What follows belongs to an exercise in optimizing a design on an open flow for small area, a short achievable clock period and few clock cycles; a production flow would make more cautious choices.
At most, simulation tests tie the RTL to the original design; equivalence was not proved.
For runs 1 and 2, only the layout was checked, not whether the RTL still works.
Power figures rest on the tool's default switching activity, not on a simulated workload.

$ cat flow/run.sh
#!/bin/bash
set -euo pipefail
cd "$(dirname "$0")/.."
export BUFFER_PORTS_ARGS="-buffer_cell sky130_fd_sc_hd__buf_1"
bash standard.sh > standard_make.log 2>&1
$ cat standard.sh
#!/bin/bash
# synth_recipe.tcl (not shown) runs the flow's synth.tcl, then flattens the netlist and writes it again
# the make line also repeats each setting of config.mk as NAME=value (left out here)
make -C /OpenROAD-flow-scripts/flow DESIGN_CONFIG=/design/flow/config.mk WORK_HOME=/design/flow/orfs CLKGATE_MAP_FILE= SYNTH_SCRIPT=/design/flow/synth_recipe.tcl "${@:-finish}"
$ cat config.mk
export PLATFORM = sky130hd
export DESIGN_NAME = fww_macro_cpu
export DESIGN_NICKNAME = fww_macro_cpu
export VERILOG_FILES = /design/flow/design.v
export SDC_FILE = /design/flow/constraint.sdc
export NUM_CORES = 4
export LEC_CHECK = 0
export CAP_MARGIN = 20
export CORE_MARGIN = 2
export CORE_UTILIZATION = 55
export SETUP_SLACK_MARGIN = 4.5
export SLEW_MARGIN = 20
$ cat constraint.sdc
create_clock -name core_clock -period 8.0 [get_ports {clk}]
set_input_delay 1.6000 -clock core_clock [delete_from_list [all_inputs] [get_ports {clk}]]
set_output_delay 1.6000 -clock core_clock [all_outputs]
set_load 0.01 [all_outputs]
$ cat design.v
module fww_macro_cpu (
    input  wire        clk,
    input  wire        rst,           
    input  wire        start,         
    input  wire [11:0] start_pc,
    input  wire        ext_allowed,   
    output wire        busy,
    output wire        done,
    output wire [2:0]  status_code,
    output wire [15:0] status_info,
    output wire [15:0] acc,
    output wire [15:0] pc,
    output wire [15:0] ir,
    output wire        mem_req,
    output wire        mem_we,
    output wire [11:0] mem_addr,
    output wire [15:0] mem_wdata,
    input  wire        mem_ack,
    input  wire [15:0] mem_rdata
);
    localparam I_IDLE    = 0,
               I_DONE    = 1,
               I_FETCH   = 2,     
               I_DECODE  = 3,     
               I_OPREAD  = 4,     
               I_WRITE   = 5,     
               I_READ2   = 6,     
               I_NEXT    = 7,     
               I_MUL     = 8,
               I_DIV     = 9,
               I_NEXTMD  = 10,    
               I_NMDR    = 11,    
               I_REFETCH = 12,    
               I_JS2     = 13,    
               I_DZFIX   = 14,    
               I_DZREF   = 15;    
    localparam [2:0] ST_HALTED  = 3'd1,
                     ST_DIVZERO = 3'd2,
                     ST_EXTDIS  = 3'd3,
                     ST_ADDROOR = 3'd4;
    localparam [3:0] OP_LOAD = 4'd1,  OP_STORE = 4'd2,
                     OP_ADD = 4'd3,  OP_SUB = 4'd4,   OP_MUL = 4'd5,
                     OP_DIV = 4'd6,  OP_JUMP = 4'd7,  OP_JZ = 4'd8,
                     OP_JN = 4'd9,   OP_JSUB = 4'd10, OP_RET = 4'd11,
                     OP_LOADI = 4'd12, OP_LOADID = 4'd13;
    reg [15:0] st;
    reg [15:0] acc_r, pc_r, ir_r;
    reg [15:0] v_r;             
    reg [2:0]  st_code;
    reg        info_v;          
    reg        ext_r;
    reg        neg_r;           
    reg        yinv_r;          
    reg [3:0]  cnt;             
    reg        dsq_r;           
    reg        wd_pc;           
    reg        g_apc;           
    reg        g_req;           
    reg        g_reqpc;         
    reg        g_we;            
    reg        g_xinv;          
    reg        g_xir;           
    reg        g_yen;           
    wire s_idle = st[I_IDLE],   s_done = st[I_DONE],     s_fetch = st[I_FETCH];
    wire s_dec  = st[I_DECODE], s_opr  = st[I_OPREAD],   s_wr    = st[I_WRITE];
    wire s_rd2  = st[I_READ2],  s_next = st[I_NEXT],     s_mul   = st[I_MUL];
    wire s_div  = st[I_DIV],    s_nmd  = st[I_NEXTMD],   s_nmdr  = st[I_NMDR];
    wire s_ref  = st[I_REFETCH], s_js2 = st[I_JS2],      s_dzf   = st[I_DZFIX];
    wire s_dzr  = st[I_DZREF];
    function automatic is_read(input [3:0] op);
        is_read = (op == OP_LOAD) || (op == OP_ADD) || (op == OP_SUB) || (op == OP_MUL) ||
                  (op == OP_DIV) || (op == OP_RET) || (op == OP_LOADID);
    endfunction
    wire [3:0]  opcode  = ir_r[15:12];
    wire [11:0] operand = ir_r[11:0];
    wire [15:0] pc_inc  = {3'd0, {1'b0, pc_r[11:0]} + 13'd1};    
    wire        pc_last = (pc_r[11:0] == 12'hfff);    
    wire        pc_ok   = (pc_r[15:12] == 4'd0);
    wire        acc_zero = (acc_r == 16'd0);
    wire o_load  = (opcode == OP_LOAD);
    wire o_store = (opcode == OP_STORE);
    wire o_add   = (opcode == OP_ADD);
    wire o_sub   = (opcode == OP_SUB);
    wire o_mul   = (opcode == OP_MUL);
    wire o_div   = (opcode == OP_DIV);
    wire o_jsub  = (opcode == OP_JSUB);
    wire o_ret   = (opcode == OP_RET);
    wire o_loadi = (opcode == OP_LOADI);
    wire o_ldid  = (opcode == OP_LOADID);
    wire o_jump  = (opcode == OP_JUMP) || (opcode == OP_JZ) || (opcode == OP_JN);
    wire op_read  = is_read(opcode);
    wire op_write = o_store | o_jsub;
    wire ext_bad  = (o_loadi | o_ldid) & ~ext_r;
    wire [3:0] r_op     = mem_rdata[15:12];
    wire       r_store  = (r_op == OP_STORE);
    wire       r_jsub   = (r_op == OP_JSUB);
    wire       r_extbad = ((r_op == OP_LOADI) || (r_op == OP_LOADID)) && !ext_r;
    wire       r_taken  = (r_op == OP_JUMP) ||
                          ((r_op == OP_JZ) && acc_zero) ||
                          ((r_op == OP_JN) && acc_r[15]);
    wire       r_seq    = (r_op != 4'd0) && !is_read(r_op) && !r_store && !r_jsub &&
                          !r_taken && !r_extbad;
    wire       r_halt   = (mem_rdata == 16'd0);
    wire       r_dreq   = (is_read(r_op) & ~r_extbad) | r_store | r_taken;
    wire rdata_zero = r_halt;
    wire ack        = mem_ack;
    wire        x_ir  = g_xir;
    wire        x_inv = g_xinv;
    wire        y_en  = g_yen;
    wire        cin   = yinv_r | x_inv;
    wire [15:0] add_x = x_ir ? (s_div ? {ir_r[14:0], acc_r[15]} : ir_r)
                             : (acc_r ^ {16{x_inv}});
    wire [15:0] add_y = (v_r ^ {16{yinv_r}}) & {16{y_en}};
    wire [16:0] add_s = {1'b0, add_x} + {1'b0, add_y} + {16'd0, cin};
    wire        qbit  = add_s[16];
    wire mul_last = (acc_r[15:1] == 15'd0);
    wire skip4    = (ir_r[14:0] == 15'd0) && (acc_r[15:12] == 4'd0) && (cnt >= 4'd3);
    wire i_opnd = st_code[1] & ~st_code[0];    
    wire i_opc  = st_code[1] & st_code[0];     
    wire i_pc   = ~st_code[1] & ~info_v;       
    assign busy        = ~s_idle & ~s_done;
    assign done        = s_done;
    assign status_code = st_code;
    assign status_info = ({16{i_pc}}   & pc_r) |
                         ({16{info_v}} & v_r) |
                         ({16{i_opnd}} & {4'd0, operand}) |
                         ({16{i_opc}}  & {12'd0, opcode});
    assign acc         = acc_r;
    assign pc          = pc_r;
    assign ir          = ir_r;
    assign mem_req   = g_req | (g_reqpc & pc_ok);
    assign mem_we    = g_we;
    assign mem_addr  = ({12{g_apc}} & pc_r[11:0]) |
                       ({12{s_rd2}} & v_r[11:0]) |
                       ({12{~g_apc & ~s_rd2}} & operand);
    assign mem_wdata = wd_pc ? pc_r : acc_r;    
    wire go      = (s_idle | s_done) & start;
    wire f_ack   = s_fetch & pc_ok & ack;
    wire f_bad   = s_fetch & ~pc_ok;
    wire o_ack   = s_opr & ack;
    wire ld_bad  = o_ack & o_ldid & (mem_rdata[15:12] != 4'd0);
    wire d_bad   = s_dec & ext_bad;
    wire div_end = s_div & (skip4 ? (cnt == 4'd3) : (cnt == 4'd0));
    wire md_end  = (s_mul & mul_last) | div_end;
    wire [15:0] st_n;
    assign st_n[I_IDLE]    = s_idle & ~start;
    assign st_n[I_DONE]    = (s_done & ~start) | f_bad | (f_ack & r_halt) | d_bad | ld_bad |
                             (s_dzr & ack);
    assign st_n[I_FETCH]   = go | (s_fetch & pc_ok & ~ack) |
                             (s_dec & ~op_read & ~op_write & ~ext_bad) |
                             (o_ack & o_ret) | s_next | s_nmd | s_js2 | (s_ref & ack);
    assign st_n[I_DECODE]  = f_ack & ~r_halt;
    assign st_n[I_OPREAD]  = (s_dec & op_read & ~ext_bad) | (s_opr & ~ack);
    assign st_n[I_WRITE]   = (s_dec & op_write) | (s_wr & ~ack);
    assign st_n[I_READ2]   = (o_ack & o_ldid & ~ld_bad) | (s_rd2 & ~ack);
    assign st_n[I_NEXT]    = (o_ack & (o_load | o_add | o_sub)) | (s_wr & ack & ~o_jsub) |
                             (s_rd2 & ack);
    assign st_n[I_MUL]     = (o_ack & o_mul) | (s_mul & ~mul_last);
    assign st_n[I_DIV]     = (o_ack & o_div & ~rdata_zero) | (s_div & ~div_end);
    assign st_n[I_NEXTMD]  = md_end & ~pc_last;
    assign st_n[I_NMDR]    = md_end & pc_last;
    assign st_n[I_REFETCH] = s_nmdr | (s_ref & ~ack);
    assign st_n[I_JS2]     = s_wr & ack & o_jsub;
    assign st_n[I_DZFIX]   = o_ack & o_div & rdata_zero;
    assign st_n[I_DZREF]   = s_dzf | (s_dzr & ~ack);
    always @(posedge clk) begin
        if (rst) begin
            st      <= 16'd1 << I_IDLE;
            g_req   <= 1'b0;
            g_reqpc <= 1'b0;
            g_we    <= 1'b0;
        end else begin
            st      <= st_n;
            g_req   <= st_n[I_OPREAD] | st_n[I_WRITE] | st_n[I_READ2] | st_n[I_NEXTMD] |
                       st_n[I_NMDR] | st_n[I_REFETCH] | st_n[I_DZFIX] | st_n[I_DZREF] |
                       (f_ack & r_dreq);
            g_reqpc <= st_n[I_FETCH] | st_n[I_NEXT] | (f_ack & r_seq);
            g_we    <= st_n[I_WRITE] | (f_ack & r_store);
        end
        g_apc  <= st_n[I_FETCH] | st_n[I_NEXT] | st_n[I_NEXTMD] | st_n[I_NMDR] |
                  st_n[I_REFETCH] | st_n[I_DZFIX] | st_n[I_DZREF] | (f_ack & r_seq);
        g_xinv <= st_n[I_OPREAD] | st_n[I_NEXTMD] | st_n[I_NMDR] | st_n[I_DZFIX];
        g_xir  <= st_n[I_MUL] | st_n[I_DIV];
        g_yen  <= st_n[I_NEXT] | st_n[I_DIV] | (o_ack & o_mul & acc_r[0]) |
                  (s_mul & ~mul_last & acc_r[1]);
    end
    always @(posedge clk) begin
        if (go)
            pc_r <= {4'd0, start_pc};
        else if ((s_dec & o_jump & ~dsq_r) | (s_wr & ack & o_jsub))
            pc_r <= {4'd0, operand};
        else if ((f_ack & r_seq) | (s_dec & (o_jsub | (opcode == 4'd0))) |
                 (o_ack & (o_load | o_add | o_sub)) | (s_wr & ack & ~o_jsub) |
                 (s_rd2 & ack) | (md_end & ~pc_last) | (s_ref & ack) | s_js2)
            pc_r <= pc_inc;
        else if (o_ack & o_ret)
            pc_r <= mem_rdata;
        if (go)
            acc_r <= 16'd0;
        else if (s_dec & o_loadi & dsq_r)
            acc_r <= {4'd0, operand};
        else if (s_next & (o_load | o_ldid))
            acc_r <= v_r;
        else if ((s_next & (o_add | o_sub)) | (o_ack & o_div & acc_r[15]) |
                 ((s_nmd | s_nmdr | s_dzf) & neg_r) | (s_mul & mul_last))
            acc_r <= add_s[15:0];
        else if (s_mul)
            acc_r <= {1'b0, acc_r[15:1]};
        else if (s_div)
            acc_r <= skip4 ? {acc_r[11:0], 4'd0} : {acc_r[14:0], qbit};
        if (o_ack & (o_mul | o_div))
            ir_r <= 16'd0;
        else if (f_ack | (s_ref & ack) | (s_dzr & ack))
            ir_r <= mem_rdata;
        else if ((s_mul & ~mul_last) | (s_div & ~skip4 & qbit))
            ir_r <= add_s[15:0];
        else if (s_div & ~skip4)
            ir_r <= {ir_r[14:0], acc_r[15]};
        if (o_ack | (s_rd2 & ack))
            v_r <= mem_rdata;
        else if (s_mul)
            v_r <= {v_r[14:0], 1'b0};
        if (f_ack) begin
            dsq_r <= r_seq;
            wd_pc <= r_jsub;
        end
        if (o_ack) begin
            yinv_r <= o_sub | (o_div & ~mem_rdata[15]);
            neg_r  <= o_div & (acc_r[15] ^ mem_rdata[15]);
        end
        if (go | busy) begin
            st_code <= {f_bad | ld_bad, d_bad | (s_dzr & ack), (f_ack & r_halt) | d_bad};
            info_v  <= ld_bad;
        end
        if (go)
            ext_r <= ext_allowed;
        if (o_ack & o_div)
            cnt <= 4'd15;
        else if (s_div)
            cnt <= cnt - (skip4 ? 4'd4 : 4'd1);
    end
endmodule
==> results of run 1 <==
stage by stage:
stage	area [um^2]	total power, mW	cells	hold slack, ns	utilization [%]
after floorplan	8030	0.926	980	0.454	-
after global placement	8460	1.08	1223	0.477	58.9
after detailed placement	8460	1.08	1223	0.481	58.9
after CTS	8900	1.52	1247	0.504	62.0
after global routing	9060	1.59	1254	0.526	63.1
final	9060	1.54	1254	0.500	63.1
worst max-delay path by stage:
| stage | from | end | slack (ns) | depth (start not counted) |
|---|---|---|---|---|
| 2_1_floorplan | mem_rdata[14] | pc_r[2] | 4.50 | 9 |
| 3_3_place_gp | mem_rdata[15] | pc_r[7] | 3.93 | 7 |
| 3_5_place_dp | mem_rdata[15] | pc_r[7] | 3.86 | 7 |
| 4_1_cts | st[9] | ir_r[10] | 4.42 | 13 |
| 5_1_grt | ir_r[7] | ir_r[10] | 4.48 | 11 |
| 6_report | v_r[0] | ir_r[10] | 4.55 | 12 |
flip-flops by register name, summed over array words and instances (netlist names), 3 cells and up:
register and flops:
acc_r 16, ir_r 16, pc_r 16, st 16, v_r 16, cnt 4
st_code 3
per-layer routing:
layer / up-vias / GRT usage, %
li1: 3779 / -
met1: 3846 / 55.5
met2: 627 / 55.8
met3: 83 / 7.00
met4: 0 / 10.4
met5: - / 0
cell usage in the layout (no fill, tap or decap), types with 8 or more instances in the layout:
| cell | n |
|---|---|
| buf_1 | 127 |
| nand2_1 | 119 |
| a21oi_1 | 82 |
| nor2_1 | 64 |
| dfxtp_1 | 58 |
| xor2_1 | 45 |
| o21ai_0 | 45 |
| edfxtp_1 | 37 |
| mux2i_1 | 36 |
| mux2_2 | 35 |
| inv_1 | 27 |
| and2_1 | 24 |
| and3_1 | 24 |
| nand3_1 | 21 |
| a22oi_1 | 21 |
| ha_1 | 19 |
| buf_4 | 17 |
| xnor2_1 | 15 |
| a31oi_1 | 12 |
| o221ai_1 | 11 |
| nor4_1 | 10 |
| o211ai_1 | 10 |
| a21o_1 | 9 |
| a222oi_1 | 9 |
| o22ai_1 | 9 |
| clkbuf_16 | 9 |
| nor3_1 | 8 |
| nand4_1 | 8 |
| nand2b_1 | 8 |
| o21ai_1 | 8 |
area by class of cell:
cell class	count	area, um^2
repair buffers	153	737
clock inverters	6	51.3
clock buffers	10	239
flip-flops and latches	100	2380
well taps	184	230
inverters	28	109
fillers	1307	5310
multi-input cells	773	5320
logic make-up (layout without fill, tap and decap cells):
kind of cell | Yosys count | in the layout | synth area share, %
and+or+nand+nor | 336 | 336 | 21.1
AOI/OAI and AO/OA | 284 | 285 | 24.2
buffers and inverters | 108 | 197 | 5.53
DFF | 100 | 100 | 29.7
muxes | 71 | 71 | 9.45
xor gates and xnor gates | 60 | 60 | 6.58
adders and majority gates | 21 | 21 | 3.48
Yosys cell counts, types with 22 or more instances:
library cell and instances:
clkbuf_1 56, a21oi_1 82, a22oi_1 22, nor2_1 72, and2_1 24, xor2_1 45
nand2_1 119, o21ai_0 46, mux2i_1 36, dfxtp_1 63, mux2_2 35, and3_1 25
edfxtp_1 37, inv_1 27
tightest hold or removal path: cells and delay by family (launching register included):
kind	cells	cell delay, ns
DFF	1	0.35
xor gates and xnor gates	1	0.07
and+or+nand+nor	1	0.05
power by group:
part           switching, mW  internal, mW  total [mW]
Sequential             0.154         0.569       0.723
Clock                  0.218         0.226       0.444
Combinational          0.219         0.155       0.374
timing repair:
item                                    CTS  global route
pin swaps                                 2             5
cloned                                    1             1
endpoints found under the setup margin   74            66
setup buffers                             7             6
gates resized for setup                  15            26
hold endpoints to repair                  0             0
==> impl_metrics.toml, run 1 <==
[clocking]
clk_latency_ns = 0.37
cts_tree = "yes"
numCtsBuffers = 9
clkSinkCount = 100
clk_pin_slew_ns = 0.07
ctsHoldBuffers = 0
cts_root_buf = "clkbuf_16"
htreeDepth = 3
cts_buffer_depth = 2

[pwr]
power_density_nw_per_um2 = 170
vdd.ir_drop.worst_mv = 0.101
p_leak_nw = 3.57

[setup_path]
r2r_slack_ns = 4.55
path_cells = "xor2_1 -> and2_1 -> fa_2 -> fa_2 -> a211oi_4 -> o21ai_2 -> a221oi_2 -> buf_4 -> o2bb2ai_4 -> a21o_4 -> mux2_2 -> o21ai_1"
startpoint_type = "flip-flop"
cp_top_family = "compound AO/OA/AOI/OAI gates"
reg2reg_depth = 12
cp.arrival_ns = 3.74
crit_slowest_cell = "edfxtp_1"
cp_slowest_stage_delay_ns = 0.53
rr_endpoint = "ir_r[10]"
crit_type = "reg2reg"
crit-reg2reg-launch = "v_r[0]"
crit_buf_inv = 1
crit_top_cell = "fa_2"
end_kind = "flip-flop"
path_max_fanout = 5
cp_data_required_time_ns = 8.29

[layout]
diodes = 0
area_growth_pct = 13.5
nets = 1119
drive_gt1_share_pct = 12.4

[yosys]
synth-seq-cells = 100
synthesis.nets = 1034
syn_area_um2 = 7980
synthDistinctLibCells = 82
ys_seq_area_share_pct = 29.7
yosysTopAreaCell = "dfxtp_1"
synth_top_cell_area_share_pct = 15.8
syn-mean-instance-area_um2 = 8.15
synth_top_cells_by_area = "dfxtp_1 16%, edfxtp_1 14%, nand2_1 5.6%"
synth_warnings = 1
synth_edf_count = 37
synth_ff_type = "dfxtp_1"
syn_inst = 980
synthArstFlopShare_pct = 0

[timing]
skew_ns = 0.0129
tightest_slew_ns = 0.889
fin_ws_ns = 4.55
min_period_over_period_pct = 43.2
timing.final.setup_violations = 0
slew_violations = 0
slew_headroom_pct = 40.7
period_minus_slack_ns = 3.45
fmax_ghz = 0.290
grt_setup_unrepaired = "yes"
tns_ns = 0
hold_violations = 0

[die]
start_util_pct = 55.6
core_um2 = 14400
die-area_um2 = 15500
num_io_pins = 132
fp.dieH_um = 124
num_rows = 44
die-width_um = 124

[global_route]
grt_max_degree = 33
grt_pass1_vias = 7558
track_usage_pct = 37.5
gr-total-overflow = 0
grt_pass1_wl_um = 45300
antenna_found_initial = 0

[place]
dpl.hpwl_um = 21400
port_buffers = 131
place_congestion = 0.965
place_ws_ns = 3.86

[run_status]
run_status = "complete, no violations"

[drt]
topRoutingLayerUsed = "met4"
drt_pass1_iterations = 6
met1_length_um = 12700
routed_via_density = 6.65
dr_wl_met2_um = 13000
wl_per_cell_um = 24.0
route.vias.total = 8335
drtAntennaViolNets = 0
drt_iter0_drc = 1006
wl_met3_um = 3670
drt_wl_total_um = 30100
drc = 0

[worst_hold_path]
hp-start = "cnt[3]"
hold_depth = 2
hold_end = "cnt[3]"
hold_path.class = "reg2reg"

[flow_run]
drv_cap = 0
==> run 2, diff against run 1 <==
--- a/design.v
+++ b/design.v
@@ -109,10 +109,11 @@
     wire        y_en  = g_yen;
-    wire        cin   = yinv_r | x_inv;
+    wire        y_inv = yinv_r ^ (s_div & ir_r[15]);
+    wire        cin   = y_inv | x_inv;
     wire [15:0] add_x = x_ir ? (s_div ? {ir_r[14:0], acc_r[15]} : ir_r)
                              : (acc_r ^ {16{x_inv}});
-    wire [15:0] add_y = (v_r ^ {16{yinv_r}}) & {16{y_en}};
+    wire [15:0] add_y = (v_r ^ {16{y_inv}}) & {16{y_en}};
     wire [16:0] add_s = {1'b0, add_x} + {1'b0, add_y} + {16'd0, cin};
-    wire        qbit  = add_s[16];
+    wire        qbit  = ~add_s[15];    
     wire mul_last = (acc_r[15:1] == 15'd0);
-    wire skip4    = (ir_r[14:0] == 15'd0) && (acc_r[15:12] == 4'd0) && (cnt >= 4'd3);
+    wire skip4    = (ir_r == 16'd0) && (acc_r[15:12] == 4'd0) && (cnt >= 4'd3);
     wire i_opnd = st_code[1] & ~st_code[0];    
@@ -214,6 +215,4 @@
             ir_r <= mem_rdata;
-        else if ((s_mul & ~mul_last) | (s_div & ~skip4 & qbit))
+        else if ((s_mul & ~mul_last) | (s_div & ~skip4))
             ir_r <= add_s[15:0];
-        else if (s_div & ~skip4)
-            ir_r <= {ir_r[14:0], acc_r[15]};
         if (o_ack | (s_rd2 & ack))
--- a/config.mk
+++ b/config.mk
@@ -9,3 +9,3 @@
 export CORE_MARGIN = 2
-export CORE_UTILIZATION = 55
+export CORE_UTILIZATION = 40
 export SETUP_SLACK_MARGIN = 4.5
==> impl_metrics.toml, run 2 <==
[yosys]
synthArstFlopShare_pct = 0
synth_top_cell_area_share_pct = 16.2
synth-seq-cells = 100
syn_area_um2 = 7800
synthesis.nets = 1013
syn_inst = 960
synth_edf_count = 37
synth_ff_type = "dfxtp_1"
synth_top_cells_by_area = "dfxtp_1 16%, edfxtp_1 14%, mux2i_1 5.6%"
synthTopCellsByCount = "107 x nand2_1, 89 x nor2_1, 63 x dfxtp_1"
synthDistinctLibCells = 77
synth_warnings = 1
synth_most_common_cell = "nand2_1"
yosysTopAreaCell = "dfxtp_1"
ys_seq_area_share_pct = 30.4
syn-mean-instance-area_um2 = 8.12

[die]
num_io_pins = 132
die-width_um = 144
die-area_um2 = 20600
fp.dieH_um = 144
core_um2 = 19300
start_util_pct = 40.5
num_rows = 51

[pwr]
power_density_nw_per_um2 = 182
p_leak_nw = 3.45
fin_total_pwr_mw = 1.62
vdd.ir_drop.worst_mv = 0.101

[timing]
hold_violations = 0
tns_ns = 0
period_minus_slack_ns = 3.47
whs_ns = 0.525
min_period_over_period_pct = 43.3
slew_headroom_pct = 27.4
timing.final.setup_violations = 0
fin_ws_ns = 4.53
tightest_slew_ns = 1.09
skew_ns = 0.0119
grt_setup_unrepaired = "yes"
fmax_ghz = 0.289
slew_violations = 0

[drt]
wl_per_cell_um = 22.8
drc = 0
drtAntennaViolNets = 0
drt_wl_total_um = 30100
drt_pass1_iterations = 7
route.vias.total = 7997
routed_via_density = 6.06
drt_iter0_drc = 789

[global_route]
gr-total-overflow = 0
grt_max_degree = 33
grt_pass1_vias = 7332
track_usage_pct = 28.8
grt_pass1_wl_um = 44600
antenna_found_initial = 0

[layout]
area_growth_pct = 14.0
diodes = 0
drive_gt1_share_pct = 10.6
nets = 1103
mostFrequentLayoutCell = "buf_1"
nFillCells = 2009
final_cell_mix = "129 x buf_1, 106 x nand2_1, 87 x nor2_1"

[setup_path]
reg2reg_depth = 13
cp_slowest_stage_delay_ns = 0.77
path_max_fanout = 9
crit-reg2reg-launch = "st[9]"
r2r_slack_ns = 4.69
crit_type = "in2reg"
rr_endpoint = "acc_r[8]"
crit_slowest_cell = "nor4_1"
worstSetupStartpoint = "mem_rdata[13]"
cp.arrival_ns = 3.67
endpoint = "g_yen"
path_cells = "buf_1 -> nor4_1 -> nand4_1 -> a21oi_1 -> nand3_1"
cp_data_required_time_ns = 8.21
startpoint_type = "input port"
end_kind = "flip-flop"

[clocking]
clk_pin_slew_ns = 0.07
cts_buffer_depth = 2
cts_tree = "yes"
numCtsBuffers = 9
cts_root_buf = "clkbuf_16"
htreeDepth = 3
clkSinkCount = 100
clk_latency_ns = 0.37

[place]
place_congestion = 0.921
place_ws_ns = 3.75
port_buffers = 131
dpl.hpwl_um = 21800

[flow_run]
drv_cap = 0

[run_status]
run_status = "complete, no violations"

[worst_hold_path]
hold_depth = 2
hold_path.class = "reg2reg"
## run 2: cell types whose count changed in the layout (fill, tap and decap cells not counted), moves of 12 or more
cell,previous run,this run
a21oi_1,82,53
nor2_1,64,87
nand3_1,21,39
xor2_1,45,27
nand2_1,119,106
xnor2_1,15,27
## run 2: cells by family after synthesis
kind of cell	after synthesis	synth area share, %
simple gates	355	21.8
compound gates	245	21.8
buf+inv	104	5.31
flops	100	30.4
mux	80	10.8
xor+xnor	56	6.39
fa+ha+maj	20	3.40
## run 2: per-layer routing
| layer | global-route usage (%) | part of all wire [%] | vias to the layer above |
|---|---|---|---|
| li1 | - | - | 3702 |
| met1 | 42.0 | 43 | 3716 |
| met2 | 43.8 | 44 | 507 |
| met3 | 4.40 | 10 | 72 |
| met4 | 8.93 | 2.8 | 0 |
| met5 | 0 | 0 | - |
## run 2: worst min path at each step
stage | from | endpoint | slack (ns)
after floorplan | st[14] | g_apc | 0.45
after global placement | st[14] | st[15] | 0.50
after detailed placement | cnt[3] | cnt[3] | 0.51
after CTS | cnt[3] | cnt[3] | 0.53
after global routing | st[0] | st[0] | 0.56
final | cnt[3] | cnt[3] | 0.52
## run 2: report_power, final
part / total, mW / switching (mW) / internal, mW
Combinational: 0.421 / 0.248 / 0.173
Sequential: 0.750 / 0.174 / 0.577
Clock: 0.447 / 0.228 / 0.220
Total: 1.62 / 0.649 / 0.969
## run 2: layout make-up
type,count,area [um^2],area share (%)
Multi-Input combinational cell,756,5110,57.4
Tap cell,265,332,3.73
Clock buffer,9,225,2.53
Clock inverter,7,63.8,0.718
Inverter,29,110,1.24
Timing Repair Buffer,154,673,7.57
Sequential cell,100,2380,26.8
## run 2: timing repair
action | in CTS | in global routing
hold buffers | 0 | 0
buffers inserted | 11 | 2
gates resized for setup | 10 | 14
setup endpoints to repair | 70 | 31
pin swaps | 1 | 0
hold endpoints to repair | 0 | 0
cloned | 0 | 0
## run 2: worst max-delay path, delay by kind of cell
| kind | cells | cell delay [ns] |
|---|---|---|
| buffers and inverters | 1 | 0.22 |
| AO/OA/AOI/OAI | 1 | 0.42 |
| AND/OR/NAND/NOR | 3 | 1.43 |
## run 2: through the flow
stage | instances | instance area, um^2 | util (%)
global placement | 1291 | 8420 | 43.7
CTS | 1318 | 8820 | 45.8
finish | 1320 | 8890 | 46.1
floorplan | 960 | 7820 | -
global route | 1320 | 8890 | 46.1
detailed placement | 1291 | 8420 | 43.7
==> run 3, diff against run 2 <==
--- a/design.v
+++ b/design.v
@@ -200,5 +200,3 @@
             acc_r <= 16'd0;
-        else if (s_dec & o_loadi & dsq_r)
-            acc_r <= {4'd0, operand};
-        else if (s_next & (o_load | o_ldid))
+        else if ((s_dec & o_loadi & dsq_r) | (s_next & (o_load | o_ldid)))
             acc_r <= v_r;
@@ -217,3 +215,5 @@
             ir_r <= add_s[15:0];
-        if (o_ack | (s_rd2 & ack))
+        if (f_ack)
+            v_r <= {4'd0, mem_rdata[11:0]};
+        else if (o_ack | (s_rd2 & ack))
             v_r <= mem_rdata;
--- a/config.mk
+++ b/config.mk
@@ -10,2 +10,4 @@
 export CORE_UTILIZATION = 40
+export CTS_CLUSTER_DIAMETER = 150
+export CTS_CLUSTER_SIZE = 40
 export SETUP_SLACK_MARGIN = 4.5
==> impl_metrics.toml, run 3 <==
[yosys]
synth_warnings = 1
synthArstFlopShare_pct = 0
synth_top_cells_by_area = "dfxtp_1 18%, edfxtp_1 13%, nand2_1 5.8%"
synthesis.nets = 1002
synth_most_common_cell = "nand2_1"
synthTopCellsByCount = "117 x nand2_1, 92 x nor2_1, 67 x dfxtp_1"
synth-seq-cells = 100
ys_seq_area_share_pct = 30.6
syn_inst = 949
yosysTopAreaCell = "dfxtp_1"
syn_area_um2 = 7630
syn-mean-instance-area_um2 = 8.04
synth_top_cell_area_share_pct = 17.6
synth_edf_count = 33
synth_ff_type = "dfxtp_1"
synthDistinctLibCells = 77

[die]
fp.dieH_um = 142
start_util_pct = 40.8
die-width_um = 142
num_io_pins = 132
num_rows = 50
core_um2 = 18700
die-area_um2 = 20200

[clocking]
cts_tree = "yes"
numCtsBuffers = 9
clk_latency_ns = 0.36
clkSinkCount = 100
cts_root_buf = "clkbuf_16"
ctsHoldBuffers = 0
clk_pin_slew_ns = 0.07
htreeDepth = 3
cts_buffer_depth = 2

[timing]
period_minus_slack_ns = 3.44
fin_ws_ns = 4.56
hold_violations = 0
tns_ns = 0
timing.final.setup_violations = 0
tightest_slew_ns = 1.14
grt_setup_unrepaired = "yes"
slew_headroom_pct = 23.5
slew_violations = 0
min_period_over_period_pct = 43.0
skew_ns = 0.00948
fmax_ghz = 0.290

[layout]
final_cell_mix = "127 x buf_1, 117 x nand2_1, 89 x nor2_1"
final_area_um2 = 8730
nets = 1086
finalNonFillerCells = 1272
diodes = 0
regArea_um2 = 2340
drive_gt1_share_pct = 10.6
mostFrequentLayoutCell = "buf_1"
multi_input_area_um2 = 5020
area_growth_pct = 14.4
nFillCells = 1851

[drt]
drt_pass1_iterations = 6
wl_per_cell_um = 22.2
routed_via_density = 6.07
drtAntennaViolNets = 0
route.vias.total = 7723
drt_iter0_drc = 939
drt_wl_total_um = 28200
drc = 0

[setup_path]
cp_data_required_time_ns = 8.27
startpoint_type = "flip-flop"
worstSetupStartpoint = "st[9]"
end_kind = "flip-flop"
reg2reg_depth = 14
crit-reg2reg-launch = "st[9]"
crit_type = "reg2reg"
path_max_fanout = 4
cp.arrival_ns = 3.72
r2r_slack_ns = 4.56
endpoint = "ir_r[14]"
rr_endpoint = "ir_r[14]"

[place]
postPlaceCellArea_um2 = 8170
port_buffers = 131
place_ws_ns = 3.83
post-place-cells = 1248
place_congestion = 0.903
dpl.hpwl_um = 20400

[global_route]
met3_usage_pct = 4.81
track_usage_pct = 27.0
grt_util_met1_pct = 39.5
grt_pass1_wl_um = 41800
gr-total-overflow = 0
met2_usage_pct = 40.1
grt_pass1_vias = 6998
antenna_found_initial = 0
grt_max_degree = 33
grt_busiest_layer = "met2"

[worst_hold_path]
hold_path.class = "reg2reg"

[pwr]
p_leak_nw = 3.37
power_density_nw_per_um2 = 190
vdd.ir_drop.worst_mv = 0.0895

[flow_run]
drv_cap = 0

[run_status]
run_status = "complete, no violations"
[run 3: layout make-up]
type / instances / share of cell area (%)
Inverter: 29 / 1.29
Tap cell: 234 / 3.35
Clock inverter: 3 / 0.487
Clock buffer: 13 / 3.11
Multi-Input combinational cell: 748 / 57.5
Timing Repair Buffer: 145 / 7.38
Sequential cell: 100 / 26.9
[run 3: what timing repair did]
item,CTS,global route
buffers inserted,5,1
gates resized for setup,18,30
pin swaps,1,6
gates cloned,0,2
endpoints found under the setup margin,80,61
[run 3: critical path, stage by stage, from the launching register on]
cell and delay [ns]:
dfxtp_2 0.39, nand2_1 0.15, xor2_4 0.28, xnor2_1 0.16
nand2_1 0.10, fa_2 0.40, fa_1 0.42, nor2b_2 0.17
o2111ai_2 0.17, a21oi_2 0.23, o41ai_2 0.12, o21ai_1 0.17
xor2_1 0.25, mux2i_1 0.11, a211oi_1 0.24
[run 3: power by group]
group	switching, mW	internal (mW)
sequential	0.174	0.584
clock	0.198	0.270
combinational	0.259	0.176
total	0.632	1.03
[run 3: how the worst min path moves through the flow]
stage,start,to,cells past startpoint
floorplan,st[14],g_apc,2
global placement,cnt[3],cnt[3],2
detailed placement,cnt[3],cnt[3],2
CTS,cnt[3],cnt[3],2
global route,cnt[3],cnt[3],2
finish,cnt[3],cnt[3],2
[run 3: routing by layer]
metal | up-vias | part of all wire [%]
met3 | 58 | 8.7
met1 | 3619 | 45
met2 | 435 | 43
met5 | - | 0
li1 | 3611 | -
met4 | 0 | 3.0
[run 3: cell families (layout without fill, tap and decap cells)]
| logic type | Yosys count | count (layout) | share of synthesized area, % |
|---|---|---|---|
| AOI/OAI and AO/OA | 243 | 244 | 21.6 |
| xor gates and xnor gates | 58 | 58 | 6.90 |
| adders and majority gates | 20 | 20 | 3.48 |
| buffers and inverters | 102 | 190 | 5.53 |
| DFF | 100 | 100 | 30.6 |
| muxes | 70 | 70 | 9.66 |
| and+or+nand+nor | 356 | 356 | 22.3 |
[run 3: metrics by stage]
step | hold WS (ns) | power (mW) | utilization [%]
2_1_floorplan | 0.444 | 0.981 | -
6_report | 0.496 | 1.66 | 46.7
4_1_cts | 0.507 | 1.64 | 45.9
3_5_place_dp | 0.490 | 1.17 | 43.7
5_1_grt | 0.541 | 1.73 | 46.7
3_3_place_gp | 0.477 | 1.17 | 43.7
Testbench counts of run 3, summed over its fixed seeds: cycles 296,501.
==> run 4, diff against run 3 <==
--- a/config.mk
+++ b/config.mk
@@ -7,8 +7,6 @@
 export LEC_CHECK = 0
-export CAP_MARGIN = 20
+export CAP_MARGIN = 5
 export CORE_MARGIN = 2
 export CORE_UTILIZATION = 40
-export CTS_CLUSTER_DIAMETER = 150
-export CTS_CLUSTER_SIZE = 40
 export SETUP_SLACK_MARGIN = 4.5
-export SLEW_MARGIN = 20
+export SLEW_MARGIN = 5
==> impl_metrics.toml, run 4 <==
[drt]
drt_iter0_drc = 939
drtAntennaViolNets = 0
routed_via_density = 6.07
drt_pass1_iterations = 6
drc = 0
route.vias.total = 7723
drt_wl_total_um = 28200
wl_per_cell_um = 22.2

[yosys]
ys_seq_area_share_pct = 30.6
syn-mean-instance-area_um2 = 8.04
synth.mux.area_fraction_pct = 9.66
synth_ff_type = "dfxtp_1"
syn_area_um2 = 7630
synthArstFlopShare_pct = 0
synthXorXnorAreaFrac_pct = 6.90
synthSimpleGateAreaFrac_pct = 22.3
synthAdderAreaFrac_pct = 3.48
synth_most_common_cell = "nand2_1"
yosysTopAreaCell = "dfxtp_1"
synth_edf_count = 33
synthDistinctLibCells = 77
synth_top_cells_by_area = "dfxtp_1 18%, edfxtp_1 13%, nand2_1 5.8%"
synthTopCellsByCount = "117 x nand2_1, 92 x nor2_1, 67 x dfxtp_1"
synth-compound-area-share_pct = 21.6
synth_top_cell_area_share_pct = 17.6
synth-seq-cells = 100
synth_warnings = 1
syn_inst = 949
synth_top_family_by_area = "simple AND/OR/NAND/NOR gates"
synthesis.nets = 1002

[die]
num_rows = 50
die-width_um = 142
num_io_pins = 132
core_um2 = 18700
start_util_pct = 40.8
die-area_um2 = 20200
fp.dieH_um = 142

[place]
post-place-cells = 1248
place_congestion = 0.903
postPlaceCellArea_um2 = 8170
port_buffers = 131
dpl.hpwl_um = 20400

[clocking]
cts_buffer_depth = 2
clk_pin_slew_ns = 0.07
ctsHoldBuffers = 0
clk_latency_ns = 0.36
cts_root_buf = "clkbuf_16"
clkSinkCount = 100
htreeDepth = 3
numCtsBuffers = 9
cts_tree = "yes"

[timing]
min_period_over_period_pct = 43.0
tns_ns = 0
grt_setup_unrepaired = "yes"
hold_violations = 0
tightest_slew_ns = 1.14
fmax_ghz = 0.290
skew_ns = 0.00948
timing.final.setup_violations = 0
slew_violations = 0
period_minus_slack_ns = 3.44
slew_headroom_pct = 23.5

[setup_path]
crit_type = "reg2reg"
r2r_slack_ns = 4.56
startpoint_type = "flip-flop"
cp_data_required_time_ns = 8.27
worstSetupStartpoint = "st[9]"
reg2reg_depth = 14
rr_endpoint = "ir_r[14]"
crit-reg2reg-launch = "st[9]"
end_kind = "flip-flop"
path_max_fanout = 4
endpoint = "ir_r[14]"
cp.arrival_ns = 3.72

[pwr]
clkPwrFrac_pct = 28.2
switchingPower_mw = 0.632
power_density_nw_per_um2 = 190
seq_power_share_pct = 45.6
p_leak_nw = 3.37
internal_power_mw = 1.03
vdd.ir_drop.worst_mv = 0.0895
fin_total_pwr_mw = 1.66
swShare_pct = 38.0
combPwrFrac_pct = 26.2

[layout]
nFillCells = 1851
drive_gt1_share_pct = 10.6
final_core_util_pct = 46.7
diodes = 0
finalNonFillerCells = 1272
nets = 1086
mostFrequentLayoutCell = "buf_1"
final_area_um2 = 8730
final_cell_mix = "127 x buf_1, 117 x nand2_1, 89 x nor2_1"
area_growth_pct = 14.4

[flow_run]
drv_cap = 0

[global_route]
antenna_found_initial = 0
grt_pass1_vias = 6998
grt_max_degree = 33
track_usage_pct = 27.0
grt_pass1_wl_um = 41800
gr-total-overflow = 0

[run_status]
run_status = "complete, no violations"

[worst_hold_path]
hp-start = "cnt[3]"
hold_path.class = "reg2reg"
run 4: cell counts in the layout (fill, tap and decap cells not counted):
Identical to the previous run, type by type.
run 4: worst min-delay path by stage:
stage,end,slack (ns),cells after the start
2_1_floorplan,g_apc,0.44,2
3_3_place_gp,cnt[3],0.48,2
3_5_place_dp,cnt[3],0.49,2
4_1_cts,cnt[3],0.51,2
5_1_grt,cnt[3],0.54,2
6_report,cnt[3],0.50,2
run 4: area by class of cell:
cell class,count,area (um^2),share of cell area (%)
clock buffer,13,272,3.11
clock inverter,3,42.5,0.487
inverter,29,113,1.29
multi-input combinational,748,5020,57.5
sequential,100,2340,26.9
tap,234,293,3.35
timing repair buffer,145,644,7.38
run 4: per-stage QoR:
step / hold WS, ns / setup slack, ns
final: 0.496 / 4.56
after CTS: 0.507 / 4.43
after detailed placement: 0.490 / 3.83
after global routing: 0.541 / 4.39
after global placement: 0.477 / 3.91
after floorplan: 0.444 / 4.49
run 4: cell families (layout without fill, tap and decap cells):
logic type | after synthesis | count (layout)
AO/OA/AOI/OAI | 243 | 244
AND/OR/NAND/NOR | 356 | 356
multiplexers | 70 | 70
XOR/XNOR | 58 | 58
adder cells (fa/ha/maj) | 20 | 20
flip-flops | 100 | 100
buffers and inverters | 102 | 190
run 4: routing by layer:
layer  global-route usage, %  vias up  wire, um
met2                    40.1      435     12100
met1                    39.5     3619     12700
met4                    9.05        0       838
met3                    4.81       58      2460
met5                       0        -         0
li1                        -     3611         -
run 4: worst max-delay path, stage by stage (launching register included):
cell	delay (ns)
dfxtp_2	0.39
nand2_1	0.15
xor2_4	0.28
xnor2_1	0.16
nand2_1	0.10
fa_2	0.40
fa_1	0.42
nor2b_2	0.17
o2111ai_2	0.17
a21oi_2	0.23
o41ai_2	0.12
o21ai_1	0.17
xor2_1	0.25
mux2i_1	0.11
a211oi_1	0.24
run 4: repair_timing:
| item | CTS | global route |
|---|---|---|
| gates cloned | 0 | 2 |
| pin swaps | 1 | 6 |
| gates resized for setup | 18 | 30 |
| hold endpoints to repair | 0 | 0 |
| buffers inserted | 5 | 1 |
| endpoints found under the setup margin | 80 | 61 |
run 4: power by group through the flow:
stage	clock network, mW	logic, mW	registers (mW)
floorplan	0	0.304	0.677
global placement	0	0.408	0.765
detailed placement	0	0.410	0.764
CTS	0.473	0.423	0.747
global route	0.490	0.478	0.764
finish	0.469	0.435	0.758
==> run 5, diff against run 4 <==
--- a/config.mk
+++ b/config.mk
@@ -7,6 +7,6 @@
 export LEC_CHECK = 0
-export CAP_MARGIN = 5
+export CAP_MARGIN = 20
 export CORE_MARGIN = 2
 export CORE_UTILIZATION = 40
-export SETUP_SLACK_MARGIN = 4.5
-export SLEW_MARGIN = 5
+export SETUP_SLACK_MARGIN = 4.6
+export SLEW_MARGIN = 20
==> impl_metrics.toml, run 5 <==
[yosys]
synth_edf_count = 33
synth_top_cells_by_area = "dfxtp_1 18%, edfxtp_1 13%, nand2_1 5.8%"
synth_warnings = 1
syn_inst = 949
synthTopCellsByCount = "117 x nand2_1, 92 x nor2_1, 67 x dfxtp_1"
synth_ff_type = "dfxtp_1"
ys_seq_area_share_pct = 30.6
synth_most_common_cell = "nand2_1"
synthArstFlopShare_pct = 0
yosysTopAreaCell = "dfxtp_1"
syn-mean-instance-area_um2 = 8.04
synthesis.nets = 1002
synthDistinctLibCells = 77
synth-seq-cells = 100
synth_top_cell_area_share_pct = 17.6
syn_area_um2 = 7630

[timing]
slew_violations = 0
min_period_over_period_pct = 42.7
hold_violations = 0
grt_setup_unrepaired = "yes"
timing.final.setup_violations = 0
tightest_slew_ns = 1.12
skew_ns = 0.0137
period_minus_slack_ns = 3.42
slew_headroom_pct = 25.3
fmax_ghz = 0.293
tns_ns = 0

[layout]
nets = 1106
finalNonFillerCells = 1292
final_core_util_pct = 48.0
regArea_um2 = 2350
area_growth_pct = 17.5
nFillCells = 1842
final_cell_mix = "126 x buf_1, 115 x nand2_1, 89 x nor2_1"
final_area_um2 = 8970
diodes = 0
multi_input_area_um2 = 5080
mostFrequentLayoutCell = "buf_1"
drive_gt1_share_pct = 13.0

[drt]
drt_iter0_drc = 813
drt_wl_total_um = 28400
drt_pass1_iterations = 5
drc = 0
routed_via_density = 5.99
route.vias.total = 7743
drtAntennaViolNets = 0
wl_per_cell_um = 22.0

[global_route]
grt_pass1_vias = 7152
antenna_found_initial = 0
grt_max_degree = 33
track_usage_pct = 27.4
gr-total-overflow = 0
grt_pass1_wl_um = 42400

[setup_path]
path_max_fanout = 10
end_kind = "flip-flop"
crit_type = "in2reg"
startpoint_type = "input port"
cp_data_required_time_ns = 8.28
cp.arrival_ns = 3.70

[clocking]
htreeDepth = 3
clk_latency_ns = 0.37
cts_tree = "yes"
ctsHoldBuffers = 0
cts_root_buf = "clkbuf_16"
clkSinkCount = 100
clk_pin_slew_ns = 0.07
numCtsBuffers = 9
cts_buffer_depth = 2

[place]
post-place-cells = 1248
postPlaceCellArea_um2 = 8180
dpl.hpwl_um = 20500
place_congestion = 0.911
port_buffers = 131

[die]
start_util_pct = 40.8
fp.dieH_um = 142
num_rows = 50
die-width_um = 142
num_io_pins = 132
die-area_um2 = 20200
core_um2 = 18700

[run_status]
run_status = "complete, no violations"

[pwr]
p_leak_nw = 3.51
fin_total_pwr_mw = 1.66
vdd.ir_drop.worst_mv = 0.118
power_density_nw_per_um2 = 186

[flow_run]
drv_cap = 0

[worst_hold_path]
hold_path.class = "reg2reg"
-- run 5: cell type report --
type                       instances  share of cell area [%]
multi-input combinational        747                    56.6
sequential                       100                    26.2
timing repair buffer             166                    9.42
tap                              234                    3.26
clock buffer                       9                    2.51
inverter                          29                    1.23
clock inverter                     7                   0.837
-- run 5: what timing repair did --
item / in CTS / in global routing
endpoints found under the setup margin: 86 / 71
pin swaps: 3 / 14
endpoints found under the hold margin: 0 / 0
gates resized for setup: 26 / 33
gates cloned: 0 / 2
setup buffers: 7 / 19
-- run 5: final timing paths --
check                                    from       end  slack (ns)  cells after the start
worst max-delay path            mem_rdata[15]     g_req        4.58                      7
worst min-delay path                   cnt[3]    cnt[3]        0.51                      2
worst max register to register         yinv_r  ir_r[13]        4.59                     15
worst min register to register         cnt[3]    cnt[3]        0.51                      2
-- run 5: report_power, final --
part | switching [mW] | leakage [nW] | internal (mW) | total, mW
Combinational | 0.267 | 2.50 | 0.182 | 0.449
Sequential | 0.170 | 0.865 | 0.584 | 0.754
Clock | 0.215 | 0.145 | 0.245 | 0.461
-- run 5: critical path, stage by stage --
cell and delay (ns):
buf_2 0.18, nor4_1 0.76, nand4_1 0.49, nand2b_1 0.34
nand2_1 0.10, nor4_1 0.09, a21oi_1 0.13
-- run 5: stage by stage --
stage	hold WS (ns)	setup slack, ns
floorplan	0.444	4.54
global placement	0.480	3.93
detailed placement	0.486	3.78
CTS	0.509	4.49
global route	0.538	4.45
finish	0.506	4.58
-- run 5: logic make-up (layout without fill, tap and decap cells) --
| kind of cell | count (synthesis) | after routing | share of synthesized area, % |
|---|---|---|---|
| multiplexers | 70 | 70 | 9.66 |
| AND/OR/NAND/NOR | 356 | 356 | 22.3 |
| XOR/XNOR | 58 | 58 | 6.90 |
| adder cells (fa/ha/maj) | 20 | 20 | 3.48 |
| flip-flops | 100 | 100 | 30.6 |
| buffers and inverters | 102 | 211 | 5.53 |
| AO/OA/AOI/OAI | 243 | 243 | 21.6 |
-- run 5: per-layer routing --
| layer | share of wire (%) | track usage (%) |
|---|---|---|
| met2 | 44 | 40.9 |
| met1 | 45 | 40.5 |
| met3 | 8.8 | 4.04 |
| met4 | 2.2 | 8.26 |
| met5 | 0 | 0 |
==> run 6, diff against run 5 <==
--- a/config.mk
+++ b/config.mk
@@ -10,3 +10,3 @@
 export CORE_UTILIZATION = 40
-export SETUP_SLACK_MARGIN = 4.6
+export SETUP_SLACK_MARGIN = 4.4
 export SLEW_MARGIN = 20
==> impl_metrics.toml, run 6 <==
[drt]
wl_per_cell_um = 21.9
drc = 0
route.vias.total = 7675
routed_via_density = 6.03
drtAntennaViolNets = 0
drt_iter0_drc = 867
drt_wl_total_um = 27900
drt_pass1_iterations = 5

[pwr]
vdd.ir_drop.worst_mv = 0.127
power_density_nw_per_um2 = 195
fin_total_pwr_mw = 1.70
p_leak_nw = 3.37

[yosys]
synth_ff_type = "dfxtp_1"
synthTopCellsByCount = "117 x nand2_1, 92 x nor2_1, 67 x dfxtp_1"
synth_warnings = 1
synthXorXnorAreaFrac_pct = 6.90
synth_edf_count = 33
synth.mux.area_fraction_pct = 9.66
synth_top_family_by_area = "simple AND/OR/NAND/NOR gates"
ys_seq_area_share_pct = 30.6
synthesis.nets = 1002
synthAdderAreaFrac_pct = 3.48
syn-mean-instance-area_um2 = 8.04
synth_top_cells_by_area = "dfxtp_1 18%, edfxtp_1 13%, nand2_1 5.8%"
synthArstFlopShare_pct = 0
synthSimpleGateAreaFrac_pct = 22.3
synth_most_common_cell = "nand2_1"
synth_top_cell_area_share_pct = 17.6
synth-seq-cells = 100
yosysTopAreaCell = "dfxtp_1"
syn_area_um2 = 7630
synthDistinctLibCells = 77
syn_inst = 949
synth-compound-area-share_pct = 21.6

[place]
place_congestion = 0.896
dpl.hpwl_um = 20400
port_buffers = 131
postPlaceCellArea_um2 = 8180

[timing]
hold_violations = 0
slew_headroom_pct = 30.0
skew_ns = 0.00714
tightest_slew_ns = 1.05
tns_ns = 0
min_period_over_period_pct = 43.8
slew_violations = 0
grt_setup_unrepaired = "no"
timing.final.setup_violations = 0
period_minus_slack_ns = 3.51
fmax_ghz = 0.285

[clocking]
clkSinkCount = 100
ctsHoldBuffers = 0
cts_tree = "yes"
htreeDepth = 3
cts_buffer_depth = 2
cts_root_buf = "clkbuf_16"
numCtsBuffers = 9
clk_pin_slew_ns = 0.07
clk_latency_ns = 0.35

[die]
die-width_um = 142
die-area_um2 = 20200
fp.dieH_um = 142
core_um2 = 18700
start_util_pct = 40.8
num_rows = 50
num_io_pins = 132

[global_route]
grt_busiest_layer = "met2"
gr-total-overflow = 0
grt_max_degree = 33
track_usage_pct = 27.2
antenna_found_initial = 0
grt_pass1_wl_um = 42600
grt_util_met1_pct = 40.5
grt_pass1_vias = 7157
met3_usage_pct = 2.89
met2_usage_pct = 41.2

[setup_path]
end_kind = "flip-flop"
startpoint_type = "input port"
crit_slowest_cell = "or3_4"
cp_top_family = "simple AND/OR/NAND/NOR gates"
path_cells = "buf_2 -> nor2b_1 -> o2bb2ai_1 -> a32oi_1 -> a31oi_2 -> o21ai_4 -> or3_4"
cp_data_required_time_ns = 8.09
cp.arrival_ns = 3.60
cp_slowest_stage_delay_ns = 0.54
path_max_fanout = 25
crit_type = "in2reg"
crit_buf_inv = 1

[layout]
mostFrequentLayoutCell = "buf_1"
area_growth_pct = 14.4
final_area_um2 = 8730
final_core_util_pct = 46.7
nets = 1087
final_cell_mix = "129 x buf_1, 116 x nand2_1, 89 x nor2_1"
diodes = 0
drive_gt1_share_pct = 10.2

[flow_run]
drv_cap = 0

[run_status]
run_status = "complete, no violations"

[worst_hold_path]
hold_path.class = "reg2reg"
-- run 6: tightest hold or removal path, cell delays in order (launching register included) --
cell	delay [ns]
dfxtp_1	0.35
xor2_1	0.08
nand2_1	0.05
-- run 6: per-stage QoR --
step           worst slack (ns)  hold slack (ns)  cells
5_1_grt                    4.21            0.540   1273
6_report                   4.49            0.504   1273
3_5_place_dp               3.76            0.479   1250
4_1_cts                    4.33            0.505   1270
3_3_place_gp               3.94            0.484   1250
2_1_floorplan              4.41            0.444    949
-- run 6: cell families (layout without fill, tap and decap cells) --
kind of cell               Yosys count  after routing
and+or+nand+nor                    356            356
AOI/OAI and AO/OA                  243            243
buffers and inverters              102            192
DFF                                100            100
muxes                               70             70
xor gates and xnor gates            58             58
adders and majority gates           20             20
-- run 6: metal layers --
metal,part of all wire [%],vias up
li1,-,3601
met1,46,3630
met2,43,407
met3,8.6,37
met4,2.3,0
met5,0,-
-- run 6: path summary, 6_finish.rpt --
check / from / endpoint / slack (ns) / cells after the start
setup reg to reg: st[9] / ir_r[13] / 4.51 / 14
setup / recovery: mem_rdata[15] / pc_r[6] / 4.49 / 7
hold reg to reg: cnt[3] / cnt[3] / 0.50 / 2
hold / removal: cnt[3] / cnt[3] / 0.50 / 2
-- run 6: cell type report --
| type | instances | area, um^2 |
|---|---|---|
| well taps | 234 | 293 |
| multi-input cells | 747 | 4970 |
| repair buffers | 147 | 652 |
| clock buffers | 13 | 314 |
| clock inverters | 3 | 45.0 |
| fillers | 1896 | 9980 |
| flip-flops and latches | 100 | 2340 |
| inverters | 29 | 109 |
-- run 6: power by group --
| group | total, mW | switching [mW] | internal, mW | leakage [nW] |
|---|---|---|---|---|
| clock | 0.513 | 0.204 | 0.308 | 0.169 |
| sequential | 0.739 | 0.155 | 0.584 | 0.864 |
| combinational | 0.449 | 0.272 | 0.177 | 2.34 |
| total | 1.70 | 0.632 | 1.07 | 3.37 |
-- run 6: what timing repair did --
| action | in CTS | in global routing |
|---|---|---|
| gates cloned | 0 | 1 |
| gates resized for setup | 14 | 24 |
| pin swaps | 4 | 4 |
| buffers inserted | 4 | 2 |
| setup endpoints to repair | 68 | 59 |
==> run 7, diff against run 6 <==
--- a/config.mk
+++ b/config.mk
@@ -10,3 +10,4 @@
 export CORE_UTILIZATION = 40
-export SETUP_SLACK_MARGIN = 4.4
+export PLACE_DENSITY = 0.75
+export SETUP_SLACK_MARGIN = 4.5
 export SLEW_MARGIN = 20
==> impl_metrics.toml, run 7 <==
[setup_path]
cp_top_family = "compound AO/OA/AOI/OAI gates"
crit_buf_inv = 1
reg2reg_depth = 13
crit_type = "reg2reg"
cp_data_required_time_ns = 8.27
path_cells = "xor2_4 -> buf_4 -> nor2b_1 -> fa_1 -> fa_1 -> nor2b_2 -> o2111ai_2 -> a21oi_2 -> o41ai_2 -> o21ai_1 -> xor2_1 -> mux2i_1 -> a211oi_2"
crit-reg2reg-launch = "yinv_r"
cp_slowest_stage_delay_ns = 0.47
end_kind = "flip-flop"
crit_slowest_cell = "edfxtp_1"
crit_top_cell = "fa_1"
rr_endpoint = "ir_r[14]"
cp.arrival_ns = 3.75
path_max_fanout = 7
startpoint_type = "flip-flop"
r2r_slack_ns = 4.52

[yosys]
syn_area_um2 = 7630
synth-seq-cells = 100
synth_warnings = 1
syn-mean-instance-area_um2 = 8.04
synth_top_cell_area_share_pct = 17.6
synth_edf_count = 33
yosysTopAreaCell = "dfxtp_1"
synth_ff_type = "dfxtp_1"
synthDistinctLibCells = 77
synth_most_common_cell = "nand2_1"
synthesis.nets = 1002
syn_inst = 949
ys_seq_area_share_pct = 30.6
synth_top_cells_by_area = "dfxtp_1 18%, edfxtp_1 13%, nand2_1 5.8%"
synthTopCellsByCount = "117 x nand2_1, 92 x nor2_1, 67 x dfxtp_1"
synthArstFlopShare_pct = 0

[run_status]
run_status = "complete, no violations"

[drt]
drt_iter0_drc = 1046
routed_via_density = 6.26
drtAntennaViolNets = 0
route.vias.total = 7974
wl_per_cell_um = 21.7
drt_wl_total_um = 27700
drc = 0
drt_pass1_iterations = 7

[place]
postPlaceCellArea_um2 = 8150
place_congestion = 0.964
dpl.hpwl_um = 19800
port_buffers = 131

[pwr]
power_density_nw_per_um2 = 190
vdd.ir_drop.worst_mv = 0.110
p_leak_nw = 3.36

[global_route]
grt_pass1_wl_um = 41800
met3_usage_pct = 3.84
antenna_found_initial = 0
grt_util_met1_pct = 38.3
grt_pass1_vias = 7137
met2_usage_pct = 40.7
grt_busiest_layer = "met2"
track_usage_pct = 26.5
gr-total-overflow = 0
grt_max_degree = 33

[die]
core_um2 = 18700
fp.dieH_um = 142
start_util_pct = 40.8
num_rows = 50
die-area_um2 = 20200
num_io_pins = 132
die-width_um = 142

[timing]
grt_setup_unrepaired = "yes"
timing.final.setup_violations = 0
tns_ns = 0
min_period_over_period_pct = 43.5
hold_violations = 0
slew_violations = 0
period_minus_slack_ns = 3.48
fmax_ghz = 0.287
skew_ns = 0.00980
slew_headroom_pct = 36.5
tightest_slew_ns = 0.945

[clocking]
cts_tree = "yes"
numCtsBuffers = 9
ctsHoldBuffers = 0
clkSinkCount = 100
cts_buffer_depth = 2
cts_root_buf = "clkbuf_16"
htreeDepth = 3
clk_latency_ns = 0.35
clk_pin_slew_ns = 0.07

[layout]
area_growth_pct = 14.2
diodes = 0
nets = 1088
nFillCells = 1784
final_area_um2 = 8720
final_cell_mix = "126 x buf_1, 116 x nand2_1, 88 x nor2_1"
mostFrequentLayoutCell = "buf_1"
drive_gt1_share_pct = 11.0

[worst_hold_path]
hold_depth = 2
hold_path.class = "reg2reg"
hold_end = "st[12]"
hp-start = "st[11]"

[flow_run]
drv_cap = 0
==> run 7: layer usage <==
metal | vias to the layer above | wire, um
li1 | 3604 | -
met1 | 3759 | 11500
met2 | 539 | 12300
met3 | 72 | 2940
met4 | 0 | 964
met5 | - | 0
==> run 7: logic make-up after synthesis <==
group,Yosys count,share of synthesized area [%]
mux,70,9.66
flops,100,30.6
buf+inv,102,5.53
simple gates,356,22.3
xor+xnor,58,6.90
compound gates,243,21.6
fa+ha+maj,20,3.48
==> run 7: report_power, final <==
part	leakage [nW]	switching, mW	total, mW	internal, mW
clock network	0.146	0.206	0.459	0.253
registers	0.865	0.169	0.753	0.584
logic	2.35	0.266	0.443	0.177
==> run 7: cell type report <==
type	instances	area [um^2]	area share, %
clock buffers	11	243	2.78
repair buffers	147	634	7.28
multi-input cells	748	5030	57.7
well taps	234	293	3.36
flip-flops and latches	100	2340	26.9
inverters	29	113	1.29
clock inverters	5	60.1	0.689
==> run 7: worst max-delay path by stage <==
stage / cells after the start / end / startpoint / slack, ns
6_report: 13 / ir_r[14] / yinv_r / 4.52
5_1_grt: 13 / ir_r[14] / yinv_r / 4.36
4_1_cts: 13 / ir_r[14] / yinv_r / 4.44
3_5_place_dp: 8 / acc_r[7] / mem_ack / 3.73
3_3_place_gp: 7 / ir_r[11] / mem_ack / 3.83
2_1_floorplan: 16 / ir_r[14] / ir_r[15] / 4.49
==> run 7: what timing repair did <==
item                                    4_1_cts  5_1_grt
buffers inserted                              7        4
resized for setup                            20       27
pin swaps                                     0        6
endpoints found under the setup margin       81       71
gates cloned                                  0        1
==> run 7: per-stage QoR <==
stage	hold WS (ns)	utilization (%)	setup WS (ns)	cells	total power [mW]
finish	0.506	46.6	4.52	1274	1.66
global route	0.526	46.6	4.36	1274	1.72
CTS	0.505	45.8	4.44	1269	1.62
detailed placement	0.484	43.6	3.73	1246	1.17
global placement	0.480	43.6	3.83	1246	1.16
floorplan	0.444	-	4.49	949	0.981
==> run 7: worst reg2reg max path: cells and delay by family (launching register included) <==
kind            cells  cell delay, ns
simple gates        2            0.32
flops               1            0.47
mux                 1            0.14
compound gates      5            0.95
buf+inv             1            0.20
xor+xnor            2            0.48
fa+ha+maj           2            0.85
==> run 8, diff against run 7 <==
--- a/config.mk
+++ b/config.mk
@@ -7,2 +7,3 @@
 export LEC_CHECK = 0
+export ABC_AREA = 1
 export CAP_MARGIN = 20
@@ -10,3 +11,2 @@
 export CORE_UTILIZATION = 40
-export PLACE_DENSITY = 0.75
 export SETUP_SLACK_MARGIN = 4.5
==> impl_metrics.toml, run 8 <==
[run_status]
run_status = "complete, no violations"

[pwr]
p_leak_nw = 3.93
vdd.ir_drop.worst_mv = 0.124
fin_total_pwr_mw = 1.92
power_density_nw_per_um2 = 216

[layout]
diodes = 0
nets = 1364
final_core_util_pct = 46.1
nFillCells = 2114
final_cell_mix = "265 x nand2_1, 143 x o21ai_0, 130 x a21oi_1"
mostFrequentLayoutCell = "nand2_1"
drive_gt1_share_pct = 7.37
area_growth_pct = 13.6

[global_route]
grt_max_degree = 32
antenna_found_initial = 0
gr-total-overflow = 0
track_usage_pct = 31.4
grt_pass1_vias = 8019
grt_pass1_wl_um = 48500

[yosys]
syn-mean-instance-area_um2 = 6.48
ys_seq_area_share_pct = 29.8
synthArstFlopShare_pct = 0
synth-seq-cells = 100
synth_top_cells_by_area = "dfxtp_1 17%, nand2_1 13%, edfxtp_1 13%"
synth_top_cell_area_share_pct = 17.1
synthTopCellsByCount = "268 x nand2_1, 144 x o21ai_0, 130 x a21oi_1, 130 x inv_1, 97 x nor2_1"
synth_warnings = 1
syn_area_um2 = 7840
synthDistinctLibCells = 48
synthesis.nets = 1262
synth_ff_type = "dfxtp_1"
yosysTopAreaCell = "dfxtp_1"
synth_edf_count = 33
synth_most_common_cell = "nand2_1"
syn_inst = 1209

[setup_path]
cp_data_required_time_ns = 6.40
crit-reg2reg-launch = "st[9]"
path_max_fanout = 8
worstSetupStartpoint = "st[6]"
cp.arrival_ns = 1.85
startpoint_type = "flip-flop"
end_kind = "output port"
crit_type = "reg2out"

[drt]
drt_iter0_drc = 1150
wl_per_cell_um = 20.9
routed_via_density = 5.80
route.vias.total = 9169
drt_pass1_iterations = 7
drtAntennaViolNets = 0
drt_wl_total_um = 33100
drc = 0

[die]
die-width_um = 144
num_io_pins = 132
fp.dieH_um = 144
start_util_pct = 40.5
die-area_um2 = 20700
core_um2 = 19300
num_rows = 51

[timing]
tightest_slew_ns = 1.01
skew_ns = 0.0132
grt_setup_unrepaired = "yes"
tns_ns = 0
fmax_ghz = 0.290
slew_violations = 0
hold_violations = 0
min_period_over_period_pct = 43.1
timing.final.setup_violations = 0
slew_headroom_pct = 32.4
period_minus_slack_ns = 3.45

[clocking]
htreeDepth = 3
clk_latency_ns = 0.37
cts_root_buf = "clkbuf_16"
clkSinkCount = 100
clk_pin_slew_ns = 0.09
cts_buffer_depth = 2
cts_tree = "yes"
numCtsBuffers = 9

[place]
place_congestion = 0.963
port_buffers = 131
dpl.hpwl_um = 25100

[flow_run]
drv_cap = 0

[worst_hold_path]
hold_path.class = "reg2reg"
hp-start = "st[0]"
run 8: cell types whose count changed in the layout (fill, tap and decap cells not counted), sizes merged, moves of 19 or more:
cell	change
mux2	-29
nand3	+58
a21oi	+71
nand2	+160
inv	+115
o21ai	+91
xor2	-19
mux2i	-41
run 8: logic make-up after synthesis:
family	count (synthesis)	synth area share, %
and+or+nand+nor	522	29.4
AOI/OAI and AO/OA	347	24.4
buffers and inverters	198	10.5
DFF	100	29.8
xor gates and xnor gates	22	2.46
adders and majority gates	20	3.39
run 8: path summary, 6_finish.rpt:
kind                 end  slack (ns)  cells after the start
min reg2reg        st[0]        0.47                      2
max reg2reg      ir_r[8]        4.65                     18
max          mem_addr[0]        4.55                      3
min                st[0]        0.47                      2
run 8: per-stage QoR:
| stage | area, um^2 | std cells | setup WS (ns) | hold slack [ns] |
|---|---|---|---|---|
| floorplan | 7840 | 1209 | 4.71 | 0.435 |
| detailed placement | 8380 | 1550 | 3.39 | 0.455 |
| CTS | 8750 | 1569 | 4.53 | 0.467 |
| global placement | 8380 | 1550 | 3.50 | 0.454 |
| global route | 8900 | 1581 | 4.45 | 0.516 |
| finish | 8900 | 1581 | 4.55 | 0.471 |
run 8: area by class of cell:
type / count / area [um^2] / share of cell area [%]
clock buffer: 9 / 225 / 2.53
inverter: 141 / 543 / 6.10
timing repair inverter: 1 / 5.00 / 0.0562
multi-input combinational: 912 / 4750 / 53.4
tap: 265 / 332 / 3.72
sequential: 100 / 2340 / 26.3
clock inverter: 7 / 73.8 / 0.829
timing repair buffer: 146 / 629 / 7.07
run 8: what timing repair did:
action,CTS,global route
endpoints found under the setup margin,97,65
hold buffers,0,0
cloned,1,1
gates resized for setup,19,11
setup buffers,2,10
pin swaps,1,2
run 8: routing by layer:
layer  wire length [um]  global-route usage [%]  vias to the layer above
met5                  0                       0                        -
met3               3760                    6.30                       54
met2              14000                    45.1                      581
met4                690                    9.29                        0
met1              14600                    47.1                     4252
li1                   -                       -                     4282
run 8: report_power, final:
group          total, mW  internal, mW  switching, mW
Combinational      0.644         0.208          0.437
Sequential         0.810         0.612          0.198
Clock              0.466         0.223          0.243
Total               1.92          1.04          0.878
run 8: critical path, cell delays in order (launching register included):
cell	delay (ns)
dfxtp_1	0.63
inv_1	0.28
o21ai_0	0.37
buf_1	0.19

-- port drivers added, routing unchanged --
No port has a modelled driver above. Below, the same layouts with a new extraction and two added sets of constraints. Step 1 (the two cells are an assumption about what drives the block):
set clk [get_ports {clk}]
set_driving_cell -lib_cell sky130_fd_sc_hd__clkbuf_16 $clk
set_driving_cell -lib_cell sky130_fd_sc_hd__buf_2 [delete_from_list [all_inputs] $clk]
Step 2 also shifts input and output timing later by t, the mid clock arrival at the registers, as if the neighbouring blocks saw the same clock. Slacks: no drivers / after step 1 / after step 2; pairs: no drivers / after step 1.
| run | t (ns) | slack for setup (ns) | slew at the worst register clock pin (ns) | worst slew at a driven data input, ns |
|---|---|---|---|---|
| run 1 | 0.402 | 4.547 / 4.524 / 4.257 | 0.08 / 0.08 | 0.04 |
| run 2 | 0.406 | 4.535 / 4.516 / 4.151 | 0.08 / 0.08 | 0.04 |
| run 3 | 0.396 | 4.556 / 4.522 / 4.225 | 0.07 / 0.07 | 0.04 |
| run 4 | 0.396 | 4.556 / 4.522 / 4.225 | 0.07 / 0.07 | 0.04 |
| run 5 | 0.409 | 4.583 / 4.569 / 4.202 | 0.08 / 0.08 | 0.06 |
| run 6 | 0.395 | 4.493 / 4.497 / 4.122 | 0.07 / 0.07 | 0.05 |
| run 7 | 0.388 | 4.518 / 4.518 / 4.247 | 0.07 / 0.07 | 0.06 |
| run 8 | 0.408 | 4.549 / 4.506 / 4.317 | 0.09 / 0.09 | 0.04 |
After both steps setup and hold are still met in every run listed. For run 2, which loses most, drivers alone change the setup slack by -0.019 ns; drivers and shift together by -0.384 ns.
